What follows belongs to an exercise in optimizing a design on an open flow for small area; a production flow would make more cautious choices.
The RTL was checked by simulation tests, not by an equivalence proof against the original design.
Power and IR drop assume default switching activity.

**config.mk**
```make
export PLATFORM = sky130hd
export DESIGN_NAME = dhtctl
export DESIGN_NICKNAME = dhtctl
export VERILOG_FILES = /design/flow/design.v
export SDC_FILE = /design/flow/constraint.sdc
export NUM_CORES = 4
export LEC_CHECK = 0
export CAP_MARGIN = 20
export CORE_MARGIN = 2
export CORE_UTILIZATION = 40
export SLEW_MARGIN = 20
```
**constraint.sdc**
```tcl
create_clock -name core_clock -period 1000.0 [get_ports {clk}]
set_input_delay 200.0000 -clock core_clock [delete_from_list [all_inputs] [get_ports {clk}]]
set_output_delay 200.0000 -clock core_clock [all_outputs]
set_load 0.01 [all_outputs]
```
**design.v**
```verilog
module dhtctl (
    input  wire        clk,
    input  wire        rst,
    input  wire        dht_i,
    output reg         dht_oe,
    output reg         dht_o,
    input  wire [9:0]  adc_val,
    output wire        adc_rd,
    input  wire [15:0] set_in,
    output wire        fan_on,
    output wire        led_low_water,
    output wire        alarm,
    input  wire [7:0]  stat_idx,
    output reg  [31:0] stat_data,
    output wire        faulted
);
    localparam integer N_WIN = 14;
    reg  [5:0]  upc;
    reg  [21:0] op_e;
    reg  [9:0]  t_us;
    reg  [31:0] now_ms;
    reg  [31:0] tmr_start;
    reg  [7:0]  frame [0:4];
    reg  [5:0]  bitcnt;
    reg         dec_to;
    reg  [6:0]  dec_i;
    reg  [7:0]  dec_cnt;
    reg         dec_last;
    reg  [1:0]  dec_status;
    reg  [31:0] err_to;
    reg  [31:0] err_ck;
    reg  [7:0]  rd_h;        
    reg  [7:0]  rd_t;        
    reg         fan_r;
    reg         oow;
    reg         last_oow;
    reg         led;
    reg         alm;
    reg  [15:0] set_hum10;
    reg  [15:0] dial10;
    reg  [9:0]  wl_raw;
    reg  [11:0] avg_hum;
    reg  [11:0] sum_t;       
    reg  [11:0] avg_water;
    reg  [7:0]  sh [0:N_WIN-1];
    reg  [7:0]  st [0:N_WIN-1];
    reg  [6:0]  sw [0:N_WIN-1];
    reg  [7:0]  fh, ft;
    reg  [6:0]  fw;
    reg  [3:0]  cht, cw;
    assign fan_on        = fan_r;
    assign led_low_water = led;
    assign alarm         = alm;
    assign faulted       = 1'b0;
    wire in_init  = (upc <= 6'h10) || (upc == 6'h12) || (upc == 6'h13);
    wire rd_valid = (dec_status == 2'd1);
    wire tmr_run  = !in_init;
    wire h_filled = (upc >= 6'h0D) && (upc != 6'h12) && (upc != 6'h13);
    wire t_filled = (upc >= 6'h0E) && (upc != 6'h12) && (upc != 6'h13);
    wire a_filled = (upc >= 6'h10) && (upc != 6'h12) && (upc != 6'h13);
    wire r_filled = (upc >= 6'h0B) && (upc != 6'h12) && (upc != 6'h13)
                    && (upc != 6'h0B || rd_valid);
    wire w_filled = (upc >= 6'h02);
    wire ph = rd_valid && (upc >= 6'h22) && (upc <= 6'h25);
    wire pt = rd_valid && (upc >= 6'h23) && (upc <= 6'h25);
    wire pw = (upc >= 6'h19) && (upc <= 6'h25);
    assign adc_rd = !rst && (upc == 6'h00 || upc == 6'h17);
    wire [21:0] wl_prod = wl_raw * 22'd3203 + 22'd136;
    wire [6:0]  wl_div  = wl_prod[21:15];
    wire [7:0]  wl_map  = {1'b0, wl_div} - 8'd1;
    wire [7:0]  wl_mapped = (upc != 6'h00) ? wl_map : 8'd0;
    wire [7:0] old_h = (cht == 4'd14) ? sh[0] : fh;
    wire [7:0] old_t = (cht == 4'd14) ? st[0] : ft;
    wire [6:0] old_w = (cw  == 4'd14) ? sw[0] : fw;
    reg  [11:0] u_acc;
    reg  [11:0] u_nw, u_od;
    always @* begin
        u_acc = 12'd0; u_nw = 12'd0; u_od = 12'd0;
        case (upc)
            6'h02: begin u_nw = {wl_map[7] ? 4'hF : 4'h0, wl_map} << 4;
                         u_od = {wl_map[7] ? 4'hF : 4'h0, wl_map} << 1; end
            6'h0E: begin u_nw = {4'd0, rd_h} << 4; u_od = {4'd0, rd_h} << 1; end
            6'h0F: begin u_nw = {4'd0, rd_t} << 4; u_od = {4'd0, rd_t} << 1; end
            6'h23: begin u_acc = avg_hum; u_nw = {4'd0, rd_h}; u_od = {4'd0, old_h}; end
            6'h24: begin u_acc = sum_t;   u_nw = {4'd0, rd_t}; u_od = {4'd0, old_t}; end
            default: begin u_acc = avg_water; u_nw = {5'd0, wl_div}; u_od = {5'd0, old_w}; end
        endcase
    end
    wire [11:0] u_sum = u_acc + u_nw - u_od;
    wire [11:0] tmr_d    = now_ms[11:0] - tmr_start[11:0];
    wire        is_elapsed = tmr_run && (tmr_d >= 12'd2000);
    wire [19:0] fan_l = {8'd0, avg_hum} * 20'd5 + 20'd140;
    wire [19:0] fan_r7 = {4'd0, set_hum10} * 20'd7;
    wire        below = fan_l < fan_r7;
    wire [7:0]  ck_sum = frame[0] + frame[1] + frame[2] + frame[3];
    reg alm_phase;
    integer r;
    always @* begin
        alm_phase = 1'b0;
        for (r = 0; r < 10; r = r + 1)
            if (op_e >= 300000 * r && op_e < 300000 * r + 150000)
                alm_phase = 1'b1;
    end
    wire dht_same   = (dht_i == dec_last);
    wire bit_val    = (dec_cnt > 8'd16);
    wire [2:0] bit_byte = bitcnt[5:3];
    wire empty_edge = oow && !last_oow;
    integer i;
    reg [21:0] op_e_n;
    reg [5:0]  upc_n;
    always @* begin
        op_e_n = 22'd0;
        upc_n  = upc + 6'd1;
        case (upc)
            6'h05, 6'h1A: if (op_e != 22'd17999) begin op_e_n = op_e + 22'd1; upc_n = upc; end
            6'h06, 6'h1B: if (op_e != 22'd39) begin op_e_n = op_e + 22'd1; upc_n = upc; end
            6'h08, 6'h1D: begin
                if (dht_same ? (dec_cnt != 8'd254) : (dec_i != 7'd84)) begin
                    op_e_n = op_e + 22'd1; upc_n = upc;
                end
            end
            6'h0B: if (!rd_valid) upc_n = 6'h12;
            6'h11: upc_n = 6'h14;
            6'h12: if (op_e != 22'd1999999) begin op_e_n = op_e + 22'd1; upc_n = upc; end
            6'h13: upc_n = 6'h05;
            6'h15: if (!is_elapsed) upc_n = 6'h2B;
            6'h20: if (!rd_valid) upc_n = 6'h23;
            6'h28: if (empty_edge && op_e != 22'd2999999) begin op_e_n = op_e + 22'd1; upc_n = upc; end
            6'h2B: if (op_e != 22'd99999) begin op_e_n = op_e + 22'd1; upc_n = upc; end
            6'h2C: upc_n = 6'h14;
            default: ;
        endcase
    end
    always @(posedge clk) begin
        if (rst) begin
            t_us   <= 10'd0;
            now_ms <= 32'd0;
        end else if (t_us == 10'd999) begin
            t_us   <= 10'd0;
            now_ms <= now_ms + 32'd1;
        end else begin
            t_us <= t_us + 10'd1;
        end
    end
    always @(posedge clk) begin
        if (rst) begin
            dht_oe     <= 1'b0;
            dht_o      <= 1'b1;
            for (i = 0; i < 5; i = i + 1) frame[i] <= 8'd0;
            bitcnt     <= 6'd0;
            dec_to     <= 1'b0;
            dec_i      <= 7'd0;
            dec_cnt    <= 8'd0;
            dec_last   <= 1'b1;
            dec_status <= 2'd0;
            err_to     <= 32'd0;
            err_ck     <= 32'd0;
            fan_r      <= 1'b0;
            oow        <= 1'b0;
            last_oow   <= 1'b0;
            set_hum10  <= 16'd0;
            dial10     <= 16'd0;
            led        <= 1'b0;
            alm        <= 1'b0;
            wl_raw     <= 10'd0;
            avg_hum    <= 12'd0;
            sum_t      <= 12'd0;
            avg_water  <= 12'd0;
            tmr_start  <= 32'd0;
            upc        <= 6'd0;
            op_e       <= 22'd0;
        end else begin
            upc  <= upc_n;
            op_e <= op_e_n;
            case (upc)
                6'h00, 6'h17: wl_raw <= adc_val;
                6'h02: avg_water <= u_sum;
                6'h03, 6'h14: dial10 <= set_in;
                6'h04, 6'h16: set_hum10 <= dial10;
                6'h05, 6'h1A: if (op_e == 22'd0) begin
                    dht_oe <= 1'b1;
                    dht_o  <= 1'b0;
                    for (i = 0; i < 5; i = i + 1) frame[i] <= 8'd0;
                    bitcnt <= 6'd0;
                    dec_to <= 1'b0;
                end
                6'h06, 6'h1B: if (op_e == 22'd0) begin
                    dht_oe <= 1'b1;
                    dht_o  <= 1'b1;
                end
                6'h07, 6'h1C: begin
                    dht_oe   <= 1'b0;
                    dec_last <= 1'b1;
                    dec_cnt  <= 8'd0;
                    dec_i    <= 7'd0;
                end
                6'h08, 6'h1D: begin
                    if (dht_same) begin
                        dec_cnt <= dec_cnt + 8'd1;
                        if (dec_cnt == 8'd254) dec_to <= 1'b1;
                    end else begin
                        if (dec_i >= 7'd3 && dec_i[0] == 1'b0) begin
                            if (bitcnt < 6'd40)
                                frame[bit_byte] <= {frame[bit_byte][6:0], bit_val};
                            bitcnt <= bitcnt + 6'd1;
                        end
                        dec_last <= dht_i;
                        dec_cnt  <= 8'd0;
                        dec_i    <= dec_i + 7'd1;
                    end
                end
                6'h09, 6'h1E: begin
                    if (bitcnt < 6'd40) begin
                        dec_status <= 2'd2;
                        err_to     <= err_to + 32'd1;
                    end else if (frame[4] != ck_sum) begin
                        dec_status <= 2'd3;
                        err_ck     <= err_ck + 32'd1;
                    end else begin
                        dec_status <= 2'd1;
                    end
                end
                6'h0E: avg_hum <= u_sum;
                6'h0F: sum_t <= u_sum;
                6'h10, 6'h2A: tmr_start <= now_ms;
                6'h19: oow <= u_sum[11] || (u_sum < 12'd140);
                6'h23: if (rd_valid) avg_hum <= u_sum;
                6'h24: if (rd_valid) sum_t <= u_sum;
                6'h25: avg_water <= u_sum;
                6'h26: if (!oow) fan_r <= below;
                6'h27: if (!oow && last_oow) led <= 1'b0;
                6'h28: if (empty_edge) begin
                    if (op_e == 22'd0) begin
                        fan_r <= 1'b0;
                        led   <= 1'b1;
                    end
                    alm <= alm_phase;
                end
                6'h29: last_oow <= oow;
                default: ;
            endcase
        end
    end
    always @(posedge clk) begin
        if ((upc == 6'h0A || upc == 6'h1F) && rd_valid) begin
            rd_h <= frame[0];
            rd_t <= frame[2];
        end
    end
    always @(posedge clk) begin
        if (rst) begin
            cht <= 4'd0;
            cw  <= 4'd0;
        end else begin
            if (upc == 6'h01) cw <= 4'd0;
            if (upc == 6'h0C) cht <= 4'd0;
            if (upc == 6'h25) begin
                if (cw != 4'd14) cw <= cw + 4'd1;
                if (rd_valid && cht != 4'd14) cht <= cht + 4'd1;
            end
        end
    end
    always @(posedge clk) begin
        if (upc == 6'h01) fw <= wl_div;
        if (upc == 6'h0C) begin
            fh <= rd_h;
            ft <= rd_t;
        end
        if (upc == 6'h25) begin
            for (i = 0; i < N_WIN - 1; i = i + 1) sw[i] <= sw[i+1];
            sw[N_WIN-1] <= wl_div;
            if (rd_valid) begin
                for (i = 0; i < N_WIN - 1; i = i + 1) begin
                    sh[i] <= sh[i+1];
                    st[i] <= st[i+1];
                end
                sh[N_WIN-1] <= rd_h;
                st[N_WIN-1] <= rd_t;
            end
        end
    end
    wire [3:0] sj = stat_idx[3:0];
    wire [3:0] lh = sj + {3'd0, ph};
    wire [3:0] lt = sj + {3'd0, pt};
    wire [3:0] lw = sj + {3'd0, pw};
    wire [7:0] vh = (lh == 4'd14) ? rd_h :
                    ({1'b0, lh} + {1'b0, cht} >= 5'd14) ? sh[lh] : fh;
    wire [7:0] vt = (lt == 4'd14) ? rd_t :
                    ({1'b0, lt} + {1'b0, cht} >= 5'd14) ? st[lt] : ft;
    wire [6:0] vw = (lw == 4'd14) ? wl_div :
                    ({1'b0, lw} + {1'b0, cw} >= 5'd14) ? sw[lw] : fw;
    wire [7:0] vw_m = {1'b0, vw} - 8'd1;
    wire [11:0] cv_x = (stat_idx == 8'h05) ? sum_t :
                       (stat_idx == 8'h07) ? {4'd0, rd_t} : {4'd0, vt};
    wire [16:0] cv_c = (stat_idx == 8'h05) ? 17'd4480 : 17'd320;
    wire [16:0] cv   = {5'd0, cv_x} * 17'd18 + cv_c;
    wire [31:0] ctrl_word = {20'd0, 1'b0, dht_o, dht_oe, tmr_run, dec_status,
                             rd_valid, alm, led, last_oow, oow, fan_r};
    always @* begin
        stat_data = 32'd0;
        case (stat_idx)
            8'h00: stat_data = 32'h44485431;
            8'h01: stat_data = ctrl_word;
            8'h02: stat_data = {16'd0, set_hum10};
            8'h03: stat_data = {16'd0, dial10};
            8'h04: stat_data = {20'd0, avg_hum};
            8'h05: stat_data = a_filled ? {15'd0, cv} : 32'd0;
            8'h06: stat_data = {{20{avg_water[11]}}, avg_water};
            8'h07: stat_data = r_filled ? {3'd0, cv[12:0], 8'd0, rd_h} : 32'd0;
            8'h08: stat_data = {frame[3], frame[2], frame[1], frame[0]};
            8'h09: stat_data = {15'd0, dec_to, 2'd0, bitcnt, frame[4]};
            8'h0A: stat_data = err_to;
            8'h0B: stat_data = err_ck;
            8'h0C: stat_data = {8'd0, wl_mapped, 6'd0, wl_raw};
            8'h0D: stat_data = 32'd2000;
            8'h0E: stat_data = tmr_start;
            8'h0F: stat_data = 32'd0;
            8'h10: stat_data = now_ms;
            8'h11: stat_data = {2'd0, op_e, 2'd0, upc};
            8'h12: stat_data = {15'd0, dec_last, dec_cnt, 1'b0, dec_i};
            default: begin
                if (stat_idx[7:4] == 4'h2 && sj < N_WIN)
                    stat_data = h_filled ? {24'd0, vh} : 32'd0;
                else if (stat_idx[7:4] == 4'h3 && sj < N_WIN)
                    stat_data = t_filled ? {19'd0, cv[12:0]} : 32'd0;
                else if (stat_idx[7:4] == 4'h4 && sj < N_WIN)
                    stat_data = w_filled ? {{24{vw_m[7]}}, vw_m} : 32'd0;
            end
        endcase
    end
endmodule
```
**run.sh**
```bash
#!/bin/bash
# synth_recipe.tcl (not shown) runs the flow's synth.tcl, then flattens the netlist and writes it again
# the make line also repeats each setting of config.mk as NAME=value (left out here)
make -C /OpenROAD-flow-scripts/flow DESIGN_CONFIG=/design/flow/config.mk WORK_HOME=/design/flow/orfs CLKGATE_MAP_FILE= SYNTH_SCRIPT=/design/flow/synth_recipe.tcl finish
```
==> impl_metrics.csv <==
group,metric,value,unit
sta,max_freq,2.45,MHz
final_layout,drive_gt1_share,7.84,%
clock_tree,cts.sinks,709,
global_route,grt_max_degree,148,
power_and_ir_drop,power_density,1.66,nW/um2
sta,period_minus_slack,408260,ps
clock_tree,cts_tree,"built",
global_route,antenna_found_initial,3,
sta,skew,23.6,ps
clock_tree,cts_setup_buffers,0,
global_route,use_met2,38.7,%
power_and_ir_drop,irDropWorstVdd,1.19,uV
worst_setup_path,critPathKind,"primary input to output port",
die,num_rows,118,
worst_setup_path,crit_path_end_kind,"output port",
global_route,globalRouteMet1Util,36.2,%
final_layout,nets,4504,
worst_setup_path,cp_max_fo,29,
synthesis,synth_warnings,4,
sta,period_share,40.8,%
global_route,grt-ovfl-total,0,
route,vias_per_cell,6.13,
clock_tree,clockRootBuffer,"clkbuf_16",
clock_tree,hold_buffers,0,
power_and_ir_drop,pwr-share-comb,19.4,%
worst_setup_path,rrSetupSlack,990640,ps
worst_setup_path,crit_path_frequent_cell,"ha_1",
worst_setup_path,crit_path_end,"stat_data[11]",
route,drt-pass1-iter-count,11,
die,die_y,326,um
global_route,grt_pass1_vias,31890,
die,die_x,326,um
sta,report.final.slew_viol_count,0,
synthesis,synthFlopType,"edfxtp_1",
worst_setup_path,r2r_cells,29,
status,status,"finished clean",
power_and_ir_drop,intPower,0.0000535,W
synthesis,syn_area,41400,um2
synthesis,async_flop_share,0,%
clock_tree,clk_pin_slew_worst_paths,60,ps
synthesis,yosysUniqueCellTypes,101,
sta,hold-worst-slack,443,ps
synthesis,synthCells,4168,
global_route,busiest_layer,"met2",
clock_tree,clk_latency,670,ps
worst_hold_path,hp-class,"flop to flop",
route,wirelength,140000,um
clock_tree,cts_max_level,3,
placed_design,port-buffer-count,74,
global_route,use_met3,4.87,%
synthesis,syn_avg_cell_area,9.94,um2
worst_setup_path,arrival,208260,ps
sta,relSlewSlack,26.5,%
placed_design,dp_hpwl,102000,um
worst_setup_path,cpMaxStageDelayCell,"ha_1",
die,core_area,103000,um2
power_and_ir_drop,swShare,30.2,%
clock_tree,ctsResizeCount,0,
power_and_ir_drop,p_clk_share,39.0,%
route,first_iter_violations,4410,
global_route,grt_pass1_wl,209000,um
clock_tree,clock_path_buffers,3,
power_and_ir_drop,power_frac_seq,41.6,%
worst_setup_path,cp-start-kind,"primary input",
route,vias,34562,
sta,worst_pin_slew,1100,ps
final_layout,nFillCells,9932,
sta,rsz0062_at_grt,"false",
route,wl_per_cell,24.8,um
sta,finalHoldViolations,0,
worst_setup_path,max_stage_delay,900,ps
sta,tns,0,ps
route,ant_nets,0,
synthesis,synth_seq_cells,709,
synthesis,synth_edf_count,422,
global_route,track_usage,25.7,%
die,start_util,40.2,%
worst_setup_path,worstSetupStartpoint,"stat_idx[0]",
power_and_ir_drop,leakage,17.1,nW
placed_design,gp_congestion,0.959,
worst_setup_path,required,800000,ps
placed_design,postPlaceCellArea,43600,um2
clock_tree,numCtsBuffers,83,
job,maxCapViolations,0,
route,drt_drc_violations_left,0,
worst_setup_path,r2r-end,"oow",
worst_setup_path,r2r_start,"wl_raw[8]",
synthesis,synth_seq_area_share,44.5,%
final_layout,syn2layout_area_growth,11.8,%
final_layout,design_area,46300,um2
sta,setup_violations,0,
power_and_ir_drop,switchingPower,0.0000232,W
die,ios,76,
die,die-area,106000,um2
placed cells by master, fill, tap and decap left out, drive strengths merged, types with 59 or more instances in the layout:
cell           count
a21oi            264
xor2              96
buf               80
nand4             81
clkbuf           106
o21ai            154
a222oi            60
and3              59
mux2i            120
xnor2             81
nor2             429
dfxtp            287
clkdlybuf4s50     69
nand2            380
ha               213
nand3            147
fa                63
inv              183
nor3              73
a22oi             64
edfxtp           422
synthesized netlist by cell type, drive strengths merged (96+ instances only):
library cell / count / area (um2)
a21oi: 264 / 1330
nand2: 380 / 1430
inv: 178 / 668
o21ai: 154 / 771
edfxtp: 422 / 12700
clkbuf: 173 / 649
mux2i: 120 / 1200
ha: 213 / 2670
nand3: 147 / 791
nor2: 429 / 1610
xor2: 96 / 841
dfxtp: 287 / 5750
critical path, delay by kind of cell:
kind	cells	cell delay, ps
buf+inv	4	1480
fa+ha+maj	6	2810
simple gates	5	490
xor+xnor	3	880
compound gates	9	2530
worst min path at each step:
stage          startpoint   endpoint  slack (ps)  cells past startpoint
6_report         sh[7][4]   sh[6][4]         440                      0
5_1_grt         sh[12][2]  sh[11][2]         450                      0
4_1_cts         sh[12][6]  sh[11][6]         440                      0
3_5_place_dp     sw[8][3]   sw[7][3]         430                      0
3_3_place_gp    sw[12][1]  sw[11][1]         420                      0
2_1_floorplan   sh[12][6]  sh[11][6]         420                      0
per-stage QoR:
step	utilization [%]	instances	total power [W]	setup slack, ps
after floorplan	-	4189	0.0000423	594430
after global placement	42.3	5486	0.0000468	591940
after detailed placement	42.3	5486	0.0000468	591910
after CTS	44.9	5639	0.0000768	591870
after global routing	44.9	5639	0.0000796	591130
final	44.9	5640	0.0000767	591740
registers in the layout, indices dropped and copies added, names as in the netlist, 10 cells and up, named ones only:
name       count
st           112
avg_hum       12
op_e          22
t_us          10
sh           112
err_ck        32
sum_t         12
sw            98
now_ms        32
tmr_start     32
dial10        16
err_to        32
set_hum10     16
wl_raw        10
avg_water     12
frame         61
layout make-up:
cell class	count	area, um2	share of cell area, %
Timing Repair Buffer	150	1310	2.83
Inverter	180	678	1.47
Sequential cell	709	18400	39.8
Clock buffer	105	2240	4.85
Clock inverter	48	389	0.841
Multi-Input combinational cell	3067	21500	46.5
Antenna cell	1	2.50	0.00541
Tap cell	1380	1730	3.73
metal layers:
metal / vias up / share of wire [%]
met2: 1765 / 43
met5: - / 0.016
met3: 325 / 9.7
met4: 4 / 4.7
met1: 16875 / 42
li1: 15593 / -
power groups by stage:
stage	Clock (W)	Sequential [W]	Combinational [W]
4_1_cts	0.0000304	0.0000319	0.0000145
3_5_place_dp	0	0.0000325	0.0000143
5_1_grt	0.0000315	0.0000319	0.0000162
2_1_floorplan	0	0.0000321	0.0000102
3_3_place_gp	0	0.0000325	0.0000143
6_report	0.0000299	0.0000319	0.0000149
cells by family (layout without fill, tap and decap cells):
family | count (synthesis) | count (layout) | share of synthesized area [%]
flops | 709 | 709 | 44.5
mux | 170 | 170 | 4.89
xor+xnor | 177 | 177 | 3.74
other cells | 1 | 23 | 0.00906
fa+ha+maj | 276 | 276 | 9.48
buf+inv | 413 | 483 | 4.04
simple gates | 1443 | 1443 | 16.9
compound gates | 979 | 979 | 16.5

==> static timing again, ports no longer ideal <==
The flow's constraints put no driver on any port. The routed layout listed below was extracted and timed again, unchanged, in two steps.
Step 1 assumes that a clkbuf_16 drives the clock port and a buf_2 every other input.
Step 2 moves the port delays by t, midway between the first and last clock arrival at a register: inputs arrive t later, outputs are due t later. That takes back most of the time a late clock gives input paths.
Three values: ideal ports, drivers, drivers and shift; two values: the first two.
t, ns: 0.726
setup WS [ns]: 591.742 / 591.666 / 591.666
worst setup path after step 2: input to output
clock arrival spread, ns: 0.032 / 0.032
After both steps setup and hold are still met in this run. For this run, drivers alone change the setup slack by -0.076 ns; drivers and shift together by -0.076 ns.
